Background: an optimization exercise with open tools, aiming at small area, a short achievable clock period and few clock cycles per item. Do not read the settings as production practice. Only simulation tests tie the RTL to the original design; equivalence was not proved. No activity file was given, so power comes from the tool's default toggle rates.

## can_frame_parser
module can_frame_parser (
    input  wire        clk,
    input  wire        rst,
    input  wire        in_valid,
    output wire        in_ready,
    input  wire [10:0] in_id,
    input  wire [3:0]  in_dlc,
    input  wire [63:0] in_data,
    output wire        rd_valid,
    input  wire        rd_ready,
    output wire        rd_last,
    output reg  [7:0]  rd_field,
    output reg  [1:0]  rd_kind,
    output wire [16:0] rd_raw,
    output reg  [1:0]  rd_scale,
    output wire [55:0] rd_text,
    output wire [2:0]  rd_textlen,
    output wire        tx_valid,
    output wire [10:0] tx_id,
    output wire [3:0]  tx_dlc,
    output wire [63:0] tx_data,
    output wire        done,
    output reg  [5:0]  fault_bits,
    output wire [15:0] fault_count
);
    localparam [1:0] SEL_IDLE = 2'd0, SEL_A = 2'd1, SEL_B = 2'd2, SEL_C = 2'd3;
    localparam [1:0] K_NUM = 2'd0, K_ONOFF = 2'd1, K_LABEL = 2'd2, K_TEXT = 2'd3;
    localparam [4:0] P_NONE = 5'd0, P_282 = 5'd1, P_381 = 5'd2, P_382 = 5'd3,
                     P_481 = 5'd4, P_A1 = 5'd6, P_A3 = 5'd7,
                     P_B1 = 5'd8, P_C2 = 5'd9, P_C4 = 5'd10, P_C5 = 5'd11,
                     P_C6 = 5'd12, P_C8 = 5'd13, P_C9 = 5'd14, P_C14 = 5'd15,
                     P_OS0 = 5'd16;   
    reg [1:0]  sel;
    reg [3:0]  line;           
    reg        upload;
    reg        carry_valid;
    reg [7:0]  carry_byte;     
    reg [15:0] fc;
    assign fault_count = fc;
    reg        em;             
    reg        nem;            
    reg        zd;             
    reg        eml;            
    reg [2:0]  idx;            
    reg [4:0]  plan;
    reg        skip1;          
  ...
For scale: roughly 1100 cells after synthesis, about 140 flip-flops, about 280 I/O pins.
Settings: LEC_CHECK=0, CAP_MARGIN=20, CORE_MARGIN=2, CORE_UTILIZATION=35, PLACE_DENSITY=0.6, SETUP_SLACK_MARGIN=3.5, SLEW_MARGIN=20; clock period 6.0 ns.
standard.sh (not shown) runs the stock make flow with config.mk's settings and CLKGATE_MAP_FILE= SYNTH_SCRIPT=/design/flow/synth_recipe.tcl, a recipe that flattens the netlist after the stock synthesis.
==> flow/flow/run.sh <==
#!/bin/bash
# Standard ORFS layout with fast port buffers and free cell resizing:
#  - ports are buffered with buf_2 instead of the default delay-buffer cell
#  - the resizer may swap a cell for any cell of the same function
#    (MATCH_CELL_FOOTPRINT=0), not only same-footprint ones.
set -euo pipefail
bash standard.sh MATCH_CELL_FOOTPRINT=0 \
  "BUFFER_PORTS_ARGS=-buffer_cell sky130_fd_sc_hd__buf_2" \
  finish > standard.log 2>&1
The baseline finished clean.
Testbench counts at the start, summed over its fixed seeds: cycles 35,159, frames 20,000.
Change:
Settings changed: SETUP_SLACK_MARGIN 3.5 to 2.0.
=> Hold slack loses 0.013 ns. Via count drops by 6.1%. Cell count falls by 3.8%. Cell area fell by 14%. Wire length drops by 6.6%. Critical path depth falls by 7.
Change:
Settings changed: SETUP_SLACK_MARGIN 2.0 to 2.5.
- utilization is higher by 3.0 points
- routed wire length is higher by a few percent
- die area does not change
- clock-buffer cell count stays the same
- total power is lower slightly
Change:
==> flow/flow/run.sh (replaced) <==
#!/bin/bash
# Standard ORFS layout with fast port buffers and free cell resizing:
#  - ports are buffered with buf_1 instead of the default delay-buffer cell
#  - the resizer may swap a cell for any cell of the same function
#    (MATCH_CELL_FOOTPRINT=0), not only same-footprint ones.
set -euo pipefail
bash standard.sh MATCH_CELL_FOOTPRINT=0 \
  "BUFFER_PORTS_ARGS=-buffer_cell sky130_fd_sc_hd__buf_1" \
  finish > standard.log 2>&1
Settings changed: CTS_BUF_LIST from default to sky130_fd_sc_hd__clkbuf_8, CTS_CLUSTER_SIZE from default to 30.
After rerunning: The changed run finished clean; via count goes up slightly; design area falls by a few percent; critical path depth drops by 7; core utilization goes down by 0.94 points; area after synthesis stays the same; non-clock buffer count is higher by 2.


Setup of run 1:
can_frame_parser, a different RTL version from the one above (not shown whole).
Size in the first run: ~920 cells after synthesis, ~130 flip-flops, roughly 280 I/O pins, roughly 0.0086 mm^2 of cells after synthesis.
Settings: LEC_CHECK=0, CAP_MARGIN=20, CORE_MARGIN=2, CORE_UTILIZATION=35, CTS_BUF_LIST=sky130_fd_sc_hd__clkbuf_8, CTS_CLUSTER_DIAMETER=150, CTS_CLUSTER_SIZE=40, PLACE_DENSITY=0.6, SETUP_SLACK_MARGIN=2.25, SLEW_MARGIN=20; clock period 6.0 ns.
==> flow/flow/run.sh <==
#!/bin/bash
# Standard ORFS layout with fast port buffers and free cell resizing:
#  - ports are buffered with buf_2 instead of the default delay-buffer cell
#  - the resizer may swap a cell for any cell of the same function
#    (MATCH_CELL_FOOTPRINT=0), not only same-footprint ones.
set -euo pipefail
bash standard.sh MATCH_CELL_FOOTPRINT=0 \
  "BUFFER_PORTS_ARGS=-buffer_cell sky130_fd_sc_hd__buf_2" \
  finish > standard.log 2>&1
Testbench counts of run 1, summed over its fixed seeds: cycles 35,159, frames 20,000.
[inputs] run 2 vs run 1
Settings: swapping 2.25 for 2.5 in SETUP_SLACK_MARGIN.
==> flow/flow/run.sh <==
#!/bin/bash
# Standard ORFS layout with fast port buffers and free cell resizing:
#  - ports are buffered with buf_1 instead of the default delay-buffer cell
#  - the resizer may swap a cell for any cell of the same function
#    (MATCH_CELL_FOOTPRINT=0), not only same-footprint ones.
set -euo pipefail
bash standard.sh MATCH_CELL_FOOTPRINT=0 \
  "BUFFER_PORTS_ARGS=-buffer_cell sky130_fd_sc_hd__buf_1" \
  finish > standard.log 2>&1
[summary]
Re hold violation total from the final report: no difference whatsoever between run 1 and run 2.
The post-layout minimum cycle time of run 2 falls short of that of run 1 by 140 ps.
No stage failed in run 2, and the final checks on the layout all came back clean.
Total power of run 2 is higher than that of run 1.
Run 2 against run 1: worst IR drop on VDD now smaller, area of the multi-input gates now larger, portion of total power attributed to combinational logic now smaller, global-route track usage on met1 now smaller.
Here is what was changed in the inputs of run 3 compared with run 2.
Settings: changing SETUP_SLACK_MARGIN from 2.5 to 2.25.
--- outcome ---
Looking at run 3 and run 2, the global-route usage is a wash. Run 3 ran to completion and came out clean on the timing, design-rule and antenna checks. Run 2 did not stop at any stage, and its layout met the timing, design-rule and antenna checks. The area of the multi-input gates reported for run 3 is smaller than that of run 2 by 2.3%. Between run 2 and run 3, area added between synthesis and finish decreased. From run 2 to run 3 the numbers moved as follows: switching power of the nets lower, utilization lower, overall power after layout lower. Data required time of the critical path: run 2 vs run 3, no meaningful difference. Re post-cts gate resize count: run 3 is 15 down on run 2. Summary of the comparison: wire length is lower in run 3, relative to run 2. Between run 2 and run 3, period utilization increased. Run 3 vs run 2 on final critical-path required period: run 3 is the higher one.

[port drivers added, routing unchanged]
Ports are ideal in the flow. The routed layouts listed here were re-timed in OpenROAD.
Step 1, drivers: a clkbuf_16 drives clk and a buf_2 each remaining input, both assumed.
Step 2 moves the port delays by t, midway between the first and last clock arrival at a register: inputs arrive t later, outputs are due t later. That takes back most of the time a late clock gives input paths.
a / b / c = no drivers / after step 1 / after step 2; a / b = the first two.
| run | t (ns) | slack for setup (ns) | worst register clock-pin slew, ns |
|---|---|---|---|
| the first run of note 1 | 0.475 | 2.290 / 2.290 / 1.907 | 0.07 / 0.07 |
| the second run of note 1 | 0.485 | 2.146 / 2.097 / 1.808 | 0.08 / 0.08 |
| the third run of note 1 | 0.476 | 2.370 / 2.370 / 2.021 | 0.07 / 0.07 |
| the fourth run of note 1 | 0.507 | 2.208 / 2.162 / 1.891 | 0.11 / 0.11 |
| run 1 | 0.491 | 2.331 / 2.355 / 1.863 | 0.10 / 0.10 |
| run 2 | 0.497 | 2.475 / 2.502 / 2.005 | 0.10 / 0.10 |
| run 3 | 0.506 | 2.318 / 2.340 / 1.834 | 0.09 / 0.09 |
After both steps setup and hold are still met in every run listed. The setup slack of run 3, which loses most, moves by +0.022 ns with the drivers and by -0.484 ns with both steps.
